What follows belongs to an exercise in optimizing a design on an open flow for small area, a short achievable clock period and few clock cycles per item; a production flow would make more cautious choices.
At most, simulation tests tie the RTL to the original design; equivalence was not proved.
For run 1, only the layout was checked, not whether the RTL still works.

--- design.v ---
module pd_unit (
    input  wire        clk,
    input  wire        rst,           
    input  wire        req_valid,
    output wire        req_ready,
    input  wire        req_op,        
    input  wire [3:0]  req_width,     
    input  wire [63:0] req_value,     
    input  wire [71:0] req_field,     
    output reg         resp_valid,
    output wire [7:0]  resp_status,
    output wire [71:0] resp_field,    
    output wire [63:0] resp_value     
);
    localparam integer EB  = 8;                  
    localparam integer NCE = (64 + EB - 1) / EB;   
    localparam integer NCD = 6;                  
    localparam integer NC  = (NCE > NCD) ? NCE : NCD;
    localparam integer HW  = 4 * ((EB * 3 + 9) / 10);   
    wire width_bad = (req_width == 4'd0) || (req_width > 4'd9);
    wire big = (req_value >= 64'd1000000000000000000);
    reg [17:0] dm;
    integer i;
    always @(*) begin
        for (i = 0; i < 18; i = i + 1)
            dm[i] = (i / 2 < req_width);
    end
    reg digit_bad;
    always @(*) begin
        digit_bad = 1'b0;
        for (i = 0; i < 18; i = i + 1)
            if (dm[i] && req_field[4*i +: 4] > 4'd9)
                digit_bad = 1'b1;
    end
    wire [2:0] fl_in = {width_bad, req_op ? digit_bad : big, req_op};
    reg  [71:0]   fm;                 
    reg  [NC-1:0] nz;                 
    reg  [EB*NCE-1:0] vin;
    integer c;
    always @(*) begin
        vin = {{(EB*NCE-64){1'b0}}, req_value};
        for (i = 0; i < 18; i = i + 1)
            fm[4*i +: 4] = req_field[4*i +: 4] & {4{dm[i]}};
        nz = {NC{1'b0}};
        if (req_op) begin
            for (c = 0; c < NCD; c = c + 1)
                nz[c] = |fm[12*c +: 12];
        end else begin
            for (c = 0; c < NCE; c = c + 1)
                nz[c] = |vin[EB*c +: EB];
        end
    end
    wire [71:0] a_in = req_op ? fm : {8'd0, req_value};
    reg  [NC-1:0] lo_oh;
    reg           above;
    always @(*) begin
        above = 1'b0;
        lo_oh = {NC{1'b0}};
        for (c = NC - 1; c >= 1; c = c - 1) begin
            lo_oh[c-1] = nz[c] && !above;
            above      = above || nz[c];
        end
        lo_oh[0] = lo_oh[0] || !above;
    end
    reg  [71:0]   a;
    reg           a_v;       
    reg           a_first;   
    reg           a_hi;      
    reg  [NC-1:0] a_sel;     
    reg           a_op;
    reg  [2:0]    a_fl;      
    reg  [3:0]    a_w;       
    reg  [9:0]    ch_lo;     
    reg  [11:0]   ch_hi;     
    reg           ch_v;      
    reg           ch_op;
    reg           ch_first;  
    reg           ch_last;   
    reg  [2:0]    ch_fl;
    reg  [3:0]    ch_w;
    reg  [71:0]   b;
    reg  [2:0]    rfl;       
    reg  [3:0]    rw;        
    assign req_ready = !a_v || a_sel[0];
    wire accept = req_valid && req_ready;
    wire [NC-1:0] hi_sel = a_hi ? {a_sel[NC-2:0], 1'b0} : {NC{1'b0}};
    reg  [11:0] lo_g, hi_g;           
    reg  [EB-1:0] lo_b, hi_b;         
    reg  [EB*NCE-1:0] av;
    always @(*) begin
        av = {{(EB*NCE-64){1'b0}}, a[63:0]};
        lo_g = 12'd0; hi_g = 12'd0; lo_b = {EB{1'b0}}; hi_b = {EB{1'b0}};
        for (c = 0; c < NCD; c = c + 1) begin
            lo_g = lo_g | (a[12*c +: 12] & {12{a_sel[c]}});
            hi_g = hi_g | (a[12*c +: 12] & {12{hi_sel[c]}});
        end
        for (c = 0; c < NCE; c = c + 1) begin
            lo_b = lo_b | (av[EB*c +: EB] & {EB{a_sel[c]}});
            hi_b = hi_b | (av[EB*c +: EB] & {EB{hi_sel[c]}});
        end
    end
    function [9:0] val3;              
        input [11:0] g;
        begin
            val3 = {g[11:8], 6'd0} + {1'b0, g[11:8], 5'd0} + {4'd0, g[11:8], 2'd0}
                 + {3'd0, g[7:4], 3'd0} + {5'd0, g[7:4], 1'b0} + {6'd0, g[3:0]};
        end
    endfunction
    function [71:0] dabble;
        input [71:0]   x;
        input [EB-1:0] bits;
        reg   [71:0] e, n;
        reg   [3:0]  dd;
        reg          cc;
        integer l, k;
        begin
            e = x;
            for (l = EB - 1; l >= 0; l = l - 1) begin
                for (k = 0; k < 18; k = k + 1) begin
                    dd = e[4*k +: 4];
                    cc = (k == 0) ? bits[l] : e[4*k-1];
                    n[4*k+3] = dd[2] | (dd[1] & (dd[0] | cc));
                    n[4*k+2] = cc ? dd[2] : (dd[1] & ~dd[0]);
                    n[4*k+1] = dd[0] & (cc ? ~dd[2] : ~dd[1]);
                    n[4*k]   = (cc ^ dd[1]) | dd[2];
                end
                e = n;
            end
            dabble = e;
        end
    endfunction
    wire [71:0] hi_full = dabble(72'd0, hi_b);
    wire [11:0] hi_e    = hi_full[11:0];
    wire [71:0] b_in     = ch_first ? {60'd0, ch_hi} : b;
    wire [71:0] enc_next = dabble(b_in, ch_lo[EB-1:0]);
    wire [59:0] bb = b_in[59:0];
    wire [59:0] dec_next = {bb[49:0], 10'd0} - {bb[55:0], 4'd0} - {bb[56:0], 3'd0}
                         + {50'd0, ch_lo};
    wire [71:0] b_next = ch_op ? {12'd0, dec_next} : enc_next;
    always @(posedge clk) begin
        b        <= b_next;
        ch_lo    <= a_op ? val3(lo_g) : {{(10-EB){1'b0}}, lo_b};
        ch_hi    <= a_op ? {2'd0, val3(hi_g)} : hi_e;
        ch_op    <= a_op;
        ch_first <= a_first;
        ch_last  <= a_sel[0];
        ch_fl    <= a_fl;
        ch_w     <= a_w;
        rfl      <= ch_fl;
        rw       <= ch_w;
        if (accept) begin
            a     <= a_in;
            a_sel <= lo_oh;
            a_hi  <= above;
            a_op  <= req_op;
            a_fl  <= fl_in;
            a_w   <= req_width;
        end else begin
            a_sel <= {1'b0, a_sel[NC-1:1]};
        end
        if (rst) begin
            a_v        <= 1'b0;
            ch_v       <= 1'b0;
            resp_valid <= 1'b0;
        end else begin
            resp_valid <= ch_v && ch_last;
            ch_v       <= a_v;
            a_first    <= accept;
            if (accept)
                a_v <= 1'b1;
            else if (a_sel[0])
                a_v <= 1'b0;
        end
    end
    reg [71:0] bcd;
    reg [3:0]  qr;
    integer m;
    always @(*) begin
        for (m = 0; m < 18; m = m + 1) begin
            qr = b[4*m +: 4];
            bcd[4*m+3] = qr[3] & (qr[2] | (qr[1] & qr[0]));
            bcd[4*m+2] = qr[3] ? ~(qr[2] | (qr[1] & qr[0])) : qr[2];
            bcd[4*m+1] = qr[3] ? ((qr[1] ^ qr[0]) & ~qr[2]) : qr[1];
            bcd[4*m]   = qr[3] ? ~(qr[0] ^ qr[2]) : (qr[0] & ~qr[2]);
        end
    end
    reg over;
    integer t;
    always @(*) begin
        over = 1'b0;
        for (t = 1; t < 9; t = t + 1)
            if ((|b[8*t +: 8]) && (t >= rw))
                over = 1'b1;
    end
    wire       rop = rfl[0];
    wire [2:0] st  = rfl[2] ? 3'd6
                   : rop    ? (rfl[1] ? 3'd4 : 3'd0)
                   :          ((rfl[1] || over) ? 3'd5 : 3'd0);
    wire ok = (st == 3'd0);
    assign resp_status = {5'd0, st};
    assign resp_field  = (ok && !rop) ? bcd : 72'd0;
    assign resp_value  = (ok &&  rop) ? {4'd0, b[59:0]} : 64'd0;
endmodule
--- run.sh ---
#!/bin/bash
# synth_recipe.tcl (not shown) runs the flow's synth.tcl, then flattens the netlist and writes it again
# the make line also repeats each setting of config.mk as NAME=value (left out here)
make -C /OpenROAD-flow-scripts/flow DESIGN_CONFIG=/design/flow/config.mk WORK_HOME=/design/flow/orfs CLKGATE_MAP_FILE= SYNTH_SCRIPT=/design/flow/synth_recipe.tcl finish
--- config.mk ---
export PLATFORM = sky130hd
export DESIGN_NAME = pd_unit
export DESIGN_NICKNAME = pd_unit
export VERILOG_FILES = /design/flow/design.v
export SDC_FILE = /design/flow/constraint.sdc
export NUM_CORES = 4
export LEC_CHECK = 0
export ABC_AREA = 1
export CAP_MARGIN = 20
export CORE_MARGIN = 2
export CORE_UTILIZATION = 45
export SLEW_MARGIN = 20
--- constraint.sdc ---
create_clock -name core_clock -period 6.0 [get_ports {clk}]
set_input_delay 1.2000 -clock core_clock [delete_from_list [all_inputs] [get_ports {clk}]]
set_output_delay 1.2000 -clock core_clock [all_outputs]
set_load 0.01 [all_outputs]
==> results of run 1 <==
[cell usage after synthesis (16+ instances only)]
cell and count:
nand2_1 1263, inv_1 669, nor2_1 571, nand3_1 335, a21oi_1 258, o21ai_0 193, ha_1 171, dfxtp_1 118
o21ai_1 118, edfxtp_1 81, fa_1 69, clkbuf_1 53, inv_2 48, nor2_2 35, nand4_1 34, nand3_2 30
a31oi_1 29, o211ai_1 24, o21ai_2 24, nor3_1 23, nand2_2 21, a211oi_1 20, xor2_1 20, a221oi_1 19
o21bai_1 17, nor3b_1 16, nor4_1 16
[logic make-up after synthesis]
kind of cell | share of synthesized area
and+or+nand+nor | 0.382
buffers and inverters | 0.121
AOI/OAI and AO/OA | 0.169
adders and majority gates | 0.134
DFF | 0.183
xor gates and xnor gates | 0.00969
other | 0.000143
muxes | 0.000382
[through the flow]
step / setup WS (ps) / std cells
detailed placement: 1000 / 5419
global placement: 984 / 5419
global route: 512 / 5452
floorplan: 1570 / 4438
CTS: 784 / 5451
finish: 822 / 5452
[routing by layer]
metal	GRT usage	up-vias
met1	0.416	13000
met3	0.0349	119
li1	-	14800
met5	0	-
met2	0.498	839
met4	0.0930	0
[worst min-delay path by stage]
stage | to | slack, ps | startpoint | cells after the start
after floorplan | rfl[1]$_DFF_P_ | 310 | ch_fl[1]$_DFF_P_ | 0
after global placement | rw[1]$_DFF_P_ | 310 | ch_w[1]$_DFF_P_ | 0
after detailed placement | rw[2]$_DFF_P_ | 310 | ch_w[2]$_DFF_P_ | 0
after CTS | rfl[1]$_DFF_P_ | 330 | ch_fl[1]$_DFF_P_ | 0
after global routing | rfl[1]$_DFF_P_ | 330 | ch_fl[1]$_DFF_P_ | 0
final | rfl[1]$_DFF_P_ | 330 | ch_fl[1]$_DFF_P_ | 0
[state kept, by name (all words and copies together) (netlist names), 3 cells and up]
| signal | flops |
|---|---|
| a_w | 4 |
| b | 72 |
| ch_lo | 10 |
| ch_hi | 10 |
| a_sel | 7 |
| rw | 4 |
| ch_fl | 3 |
| a | 72 |
| rfl | 3 |
| a_fl | 3 |
| ch_w | 4 |
[cell type report]
| class | count | area, um^2 | area share |
|---|---|---|---|
| multi-input combinational | 3432 | 18300 | 0.603 |
| sequential | 199 | 4800 | 0.158 |
| timing repair buffer | 297 | 2930 | 0.0963 |
| inverter | 726 | 2730 | 0.0900 |
| tap | 765 | 957 | 0.0315 |
| clock buffer | 17 | 425 | 0.0140 |
| clock inverter | 15 | 228 | 0.00750 |
| antenna | 1 | 2.50 | 0.0000824 |
[critical path: cells and delay by family (launching register included)]
| kind | cells | cell delay [ps] |
|---|---|---|
| adder cells (fa/ha/maj) | 1 | 190 |
| AND/OR/NAND/NOR | 4 | 930 |
| buffers and inverters | 3 | 910 |
| AO/OA/AOI/OAI | 4 | 1100 |
| flip-flops | 1 | 350 |
==> out/qor.txt, run 1 <==
Slew @ Worst Pin -> 854 ps
r2r setup slk -> 830 ps
design area -> 30,400 um^2
async set-reset flop share out of synthesis -> 0
Initial Util -> 0.454
Critical Path RT -> 4800 ps
area grow syn2layout -> 15.8%
total CTS buffers -> 17
met1 wire length -> 43,100 um
Register-to-Register Path Depth -> 24
met2 wire length -> 42,400 um
Met3 Routed Length -> 4910 um
global-route usage over all layers -> 0.303
Slew Limit Fails -> 0
GR Overflow Total -> 0
Rows -> 88
Period minus WS final -> 5180 ps
commonest non-fill, non-tap cell in the layout -> nand2_1
largest net degree at the start of global routing -> 53
Critical Path Max Stage Delay -> 690 ps
IO Port Bufs -> 280
Crit Path Max Fanout -> 46
drt wl/cell -> 17.0 um
Yosys top cell by area -> nand2_1
Die Y -> 245 um
Critical Path Source Type -> flop
sequential share of the synthesized area -> 0.183
clk sinks -> 199
Skew-Pair Late Insertion Delay -> 500 ps
fin util -> 0.526
Reg-to-Reg Start -> ch_first$_DFF_P_
cell area after synthesis -> 26,200 um^2
nets@finish -> 5,057
maximum clock frequency -> 193 MHz
TNS Setup -> 0 ps
Max Root-Sink Buffers -> 2
final wirelength -> 92,900 um
# Post-CTS Setup Buffers -> 0
Syn Inst Count -> 4,430
number of synthesized register bits -> 199
EDFF count, synth -> 81
Placed Area -> 29,700 um^2
Ports -> 290
CTS Root Cell -> clkbuf_16
Slowest-stage cell, CP -> clkdlybuf4s50_1
Vias/cell -> 5.27
Worst Hold Slack -> 330 ps
hold buffer count at cts -> 0
period utilization -> 0.863
TritonCTS clock tree -> done
via count -> 28,700
antenna violations before repair -> 1
uppermost layer routed -> met4
share of post-route cells with drive strength above 1 -> 0.0495
worst hold path class -> flop to flop
DR pass1 iterations -> 6
number of synthesis warnings -> 1
Crit path arrival time -> 3980 ps
crit path cell chain -> inv_1, ha_1, nand4_1, nand2_1, inv_1, o21ai_0, nand4_1, o21ai_0, o211ai_1, or2_4, a211oi_1, clkdlybuf4s50_1
htree depth -> 4
RSZ-0062 raised after global routing -> no
top cell type's share of synthesized area -> 0.181
core box area -> 57,700 um^2
Die Width -> 245 um
Iteration-0 DRC Markers -> 2,428
Setup crit end kind -> output port
Post-Syn Area per Cell -> 5.92 um^2
Slew HR -> 0.425
highest-count cells in the layout ignoring fill and taps -> nand2_1 (1,263), inv_1 (667), nor2_1 (571), nand3_1 (334), clkdlybuf4s50_1 (279)
count of cell types in the netlist -> 66
run status -> finished clean
Fillers -> 6,091
HPWL after DPL -> 78,100 um
Post-synth top flop -> dfxtp_1
top post-synthesis cells by area -> nand2_1 (18%), inv_1 (9.6%), edfxtp_1 (9.3%)
GPL Wtd Cong -> 0.975
RR Endpoint -> b[42]$_DFF_P_
Die ar. -> 60,200 um^2
Worst setup startpoint -> b[17]$_DFF_P_
Worst Skew -> 12.9 ps
Max-Cap Viols -> 0
first-pass GRT wire length -> 144,000 um
DRC -> 0
Final Hold Vio Count -> 0
Worst Setup EP -> resp_field[41]
post-route ant nets -> 0
post_cts resized -> 0
CP Class -> flop to output port
CTS clk-pin slew, worst paths -> 90 ps
vias in the first global route -> 26,600
final setup vio count -> 0
==> run 2: changes to the inputs <==
--- a/design.v
+++ b/design.v
@@ -18,7 +18,21 @@
     localparam integer NC  = (NCE > NCD) ? NCE : NCD;
     localparam integer HW  = 4 * ((EB * 3 + 9) / 10);   
     wire width_bad = (req_width == 4'd0) || (req_width > 4'd9);
-    wire big = (req_value >= 64'd1000000000000000000);
+    reg [63:0] limit;
+    always @(*) begin
+        case (req_width)
+            4'd1:    limit = 64'd100;
+            4'd2:    limit = 64'd10000;
+            4'd3:    limit = 64'd1000000;
+            4'd4:    limit = 64'd100000000;
+            4'd5:    limit = 64'd10000000000;
+            4'd6:    limit = 64'd1000000000000;
+            4'd7:    limit = 64'd100000000000000;
+            4'd8:    limit = 64'd10000000000000000;
+            default: limit = 64'd1000000000000000000;
+        endcase
+    end
+    wire range_bad = (req_value >= limit);
     reg [17:0] dm;
     integer i;
     always @(*) begin
@@ -32,7 +46,7 @@
             if (dm[i] && req_field[4*i +: 4] > 4'd9)
                 digit_bad = 1'b1;
     end
-    wire [2:0] fl_in = {width_bad, req_op ? digit_bad : big, req_op};
+    wire [2:0] fl_in = {width_bad, req_op ? digit_bad : range_bad, req_op};
     reg  [71:0]   fm;                 
     reg  [NC-1:0] nz;                 
     reg  [EB*NCE-1:0] vin;
@@ -69,7 +83,6 @@
     reg  [NC-1:0] a_sel;     
     reg           a_op;
     reg  [2:0]    a_fl;      
-    reg  [3:0]    a_w;       
     reg  [9:0]    ch_lo;     
     reg  [11:0]   ch_hi;     
     reg           ch_v;      
@@ -77,10 +90,8 @@
     reg           ch_first;  
     reg           ch_last;   
     reg  [2:0]    ch_fl;
-    reg  [3:0]    ch_w;
     reg  [71:0]   b;
     reg  [2:0]    rfl;       
-    reg  [3:0]    rw;        
     assign req_ready = !a_v || a_sel[0];
     wire accept = req_valid && req_ready;
     wire [NC-1:0] hi_sel = a_hi ? {a_sel[NC-2:0], 1'b0} : {NC{1'b0}};
@@ -145,16 +156,13 @@
         ch_first <= a_first;
         ch_last  <= a_sel[0];
         ch_fl    <= a_fl;
-        ch_w     <= a_w;
         rfl      <= ch_fl;
-        rw       <= ch_w;
         if (accept) begin
             a     <= a_in;
             a_sel <= lo_oh;
             a_hi  <= above;
             a_op  <= req_op;
             a_fl  <= fl_in;
-            a_w   <= req_width;
         end else begin
             a_sel <= {1'b0, a_sel[NC-1:1]};
         end
@@ -184,18 +192,10 @@
             bcd[4*m]   = qr[3] ? ~(qr[0] ^ qr[2]) : (qr[0] & ~qr[2]);
         end
     end
-    reg over;
-    integer t;
-    always @(*) begin
-        over = 1'b0;
-        for (t = 1; t < 9; t = t + 1)
-            if ((|b[8*t +: 8]) && (t >= rw))
-                over = 1'b1;
-    end
     wire       rop = rfl[0];
     wire [2:0] st  = rfl[2] ? 3'd6
                    : rop    ? (rfl[1] ? 3'd4 : 3'd0)
-                   :          ((rfl[1] || over) ? 3'd5 : 3'd0);
+                   :          (rfl[1] ? 3'd5 : 3'd0);
     wire ok = (st == 3'd0);
     assign resp_status = {5'd0, st};
     assign resp_field  = (ok && !rop) ? bcd : 72'd0;
--- a/config.mk
+++ b/config.mk
@@ -9,4 +9,5 @@
 export CAP_MARGIN = 20
 export CORE_MARGIN = 2
 export CORE_UTILIZATION = 45
+export SETUP_SLACK_MARGIN = 2.0
 export SLEW_MARGIN = 20
==> run 2 against run 1 <==
Net effect: cell area increased by 7.7%; hold slack improved by 9.6 ps; clock-buffer cell count unchanged; area after synthesis increased by 1.5%; via count increased by 3.3%; fmax increased by 34%; final cell count increased by 3.3%; critical path type unchanged; critical endpoint unchanged; highest routed layer unchanged.
==> out/qor.txt, run 2 <==
core box area -> 58,800 um^2 (+1.9%)
Ports -> 290 (unchanged)
Max Root-Sink Buffers -> 2 (unchanged)
Max-Cap Viols -> 0 (unchanged)
maximum clock frequency -> 258 MHz (+34%)
run status -> finished clean
Placed Area -> 30,100 um^2 (+1.3%)
fin util -> 0.556 (+0.0297)
final wirelength -> 94,400 um (+1.6%)
top post-synthesis cells by count -> nand2_1 (1,238), inv_1 (686), nor2_1 (576), nand3_1 (323), a21oi_1 (262)
Critical Path RT -> 4800 ps (about the same)
Yosys top cell by area -> nand2_1
async set-reset flop share out of synthesis -> 0 (unchanged)
CTS Root Cell -> clkbuf_16
GPL Wtd Cong -> 0.981 (+0.59%)
design area -> 32,700 um^2 (+7.7%)
Setup crit end kind -> output port
crit path buf inv count -> 3 (unchanged)
Post-synth top flop -> dfxtp_1
Vias/cell -> 5.27 (about the same)
GR Overflow Total -> 0 (unchanged)
share of post-route cells with drive strength above 1 -> 0.121 (+0.0717)
DR pass1 iterations -> 5 (-1)
DRC -> 0 (unchanged)
HPWL after DPL -> 75,600 um (-3.1%)
largest net degree at the start of global routing -> 65 (+23%)
Worst Skew -> 20.4 ps (+7.46 ps)
Skew-Pair Late Insertion Delay -> 520 ps (+20 ps)
Crit Path Max Fanout -> 64 (+39%)
Initial Util -> 0.453 (-0.00168)
Reg-to-Reg Start -> a_hi$_DFFE_PP_
Worst setup startpoint -> rfl[2]$_DFF_P_
period utilization -> 0.645 (-0.218)
Critical Path Max Stage Delay -> 600 ps (-90 ps)
highest-count cells in the layout ignoring fill and taps -> nand2_1 (1,185), inv_1 (664), nor2_1 (541), nand3_1 (310), clkdlybuf4s50_1 (276)
Syn Inst Count -> 4,511 (+1.8%)
CTS clk-pin slew, worst paths -> 90 ps (about the same)
count leader, synth -> nand2_1
IO Port Bufs -> 280 (unchanged)
number of synthesized register bits -> 187 (-6.0%)
drt wl/cell -> 16.8 um (-1.6%)
sequential share of the synthesized area -> 0.170 (-0.0133)
commonest non-fill, non-tap cell in the layout -> nand2_1
Crit path arrival time -> 2670 ps (-1310 ps)
TNS Setup -> 0 ps (unchanged)
Final Hold Vio Count -> 0 (unchanged)
vias in the first global route -> 27,000 (+1.5%)
post-route ant nets -> 0 (unchanged)
EDFF count, synth -> 77 (-4.9%)
nets@finish -> 5,266 (+4.1%)
htree depth -> 4 (unchanged)
Fillers -> 6,127 (+0.59%)
clk sinks -> 187 (-6.0%)
n_diodes -> 0 (-1)
worst hold path class -> flop to flop
delay-heaviest family, CP -> buffers and inverters
antenna violations before repair -> 0 (-1)
Slowest-stage cell, CP -> clkdlybuf4s50_1
RSZ-0062 raised after global routing -> yes
Slew @ Worst Pin -> 1050 ps (+191 ps)
CP Class -> flop to output port
Iteration-0 DRC Markers -> 2,015 (-17%)
count of cell types in the netlist -> 63 (-4.5%)
total CTS buffers -> 17 (unchanged)
global-route usage over all layers -> 0.299 (-0.00407)
Largest regs -> a x72, b x72
final setup vio count -> 0 (unchanged)
Die Y -> 247 um (+0.75%)
Critical Path Source Type -> flop
Slew HR -> 0.298 (-0.128)
Period minus WS final -> 3870 ps (-1310 ps)
number of synthesis warnings -> 1 (unchanged)
top cell type's share of synthesized area -> 0.175 (-0.00625)
Die ar. -> 61,100 um^2 (+1.5%)
Slew Limit Fails -> 0 (unchanged)
cell area after synthesis -> 26,600 um^2 (+1.5%)
TritonCTS clock tree -> done
area grow syn2layout -> 22.8%
top post-synthesis cells by area -> nand2_1 (17%), ha_1 (9.8%), inv_1 (9.7%)
Die Width -> 247 um (+0.75%)
via count -> 29,600 (+3.3%)
hold_sp -> ch_fl[1]$_DFF_P_
Rows -> 89 (+1.1%)
Post-Syn Area per Cell -> 5.90 um^2 (-0.29%)
first-pass GRT wire length -> 144,000 um (-0.28%)
crit path cell chain -> nor2_1, inv_1, or2_2, buf_8, a211oi_2, clkdlybuf4s50_1
==> run 2: kinds of logic after synthesis <==
group | after synthesis | synth area share
muxes | 1 | 0.000376
and+or+nand+nor | 2377 | 0.377
buffers and inverters | 843 | 0.123
adders and majority gates | 277 | 0.150
DFF | 187 | 0.170
xor gates and xnor gates | 34 | 0.0112
AOI/OAI and AO/OA | 791 | 0.169
other | 1 | 0.000141
==> run 2: area by class of cell <==
class	count	area, um^2	area share
inverter	761	2910	0.0889
tap	773	967	0.0296
timing repair buffer	384	3690	0.113
multi-input combinational	3489	19900	0.609
clock inverter	15	206	0.00632
clock buffer	17	425	0.0130
sequential	187	4530	0.138
timing repair inverter	5	76.3	0.00233
==> run 2: worst paths after layout <==
path                            cells after the start  slack, ps               end
worst max-delay path                                6       2130    resp_field[41]
worst min-delay path                                0        340    rfl[1]$_DFF_P_
worst max register to register                     20       2140  ch_hi[9]$_DFF_P_
worst min register to register                      0        340    rfl[1]$_DFF_P_
==> run 2: per-layer routing <==
metal	routed length, um	vias up	track usage
li1	-	15200	-
met3	4050	165	0.0297
met1	43200	13400	0.396
met4	2910	0	0.0979
met2	44200	796	0.509
met5	0	-	0
==> run 2: per-stage QoR <==
stage | hold WS (ps) | setup WS, ps | cells
after floorplan | 310 | 2200 | 4519
after global placement | 314 | 1120 | 5503
after CTS | 342 | 1920 | 5556
after global routing | 345 | 1880 | 5631
after detailed placement | 320 | 1080 | 5503
final | 340 | 2130 | 5631
==> run 2: timing repair <==
action / in CTS / in global routing
setup endpoints to repair: 79 / 87
pin swaps: 9 / 84
gates cloned: 2 / 5
hold buffers: 0 / 0
gates resized for setup: 74 / 262
buffers inserted: 19 / 70
Testbench counts of run 2, summed over its fixed seeds: cycles 4,143, items 2,400.

-- afterwards: timing with drivers on the ports --
The results above use ideal ports. As a check the final layouts listed here were re-extracted and re-timed, cells and wires unchanged.
Step 1, drivers: a clkbuf_16 drives clk and a buf_2 each remaining input, both assumed.
Step 2 moves the port delays by t, midway between the first and last clock arrival at a register: inputs arrive t later, outputs are due t later. That takes back most of the time a late clock gives input paths.
Slacks: ideal ports / drivers / drivers and shift; pairs: ideal ports / drivers.
| run | t, ns | setup WS [ns] | clock arrival spread, ns |
|---|---|---|---|
| run 1 | 0.558 | 0.822 / 0.762 / 0.835 | 0.014 / 0.013 |
| run 2 | 0.571 | 2.128 / 2.070 / 1.726 | 0.021 / 0.021 |
After both steps setup and hold are still met in every run listed. For run 2, which loses most, drivers alone change the setup slack by -0.058 ns; drivers and shift together by -0.402 ns.
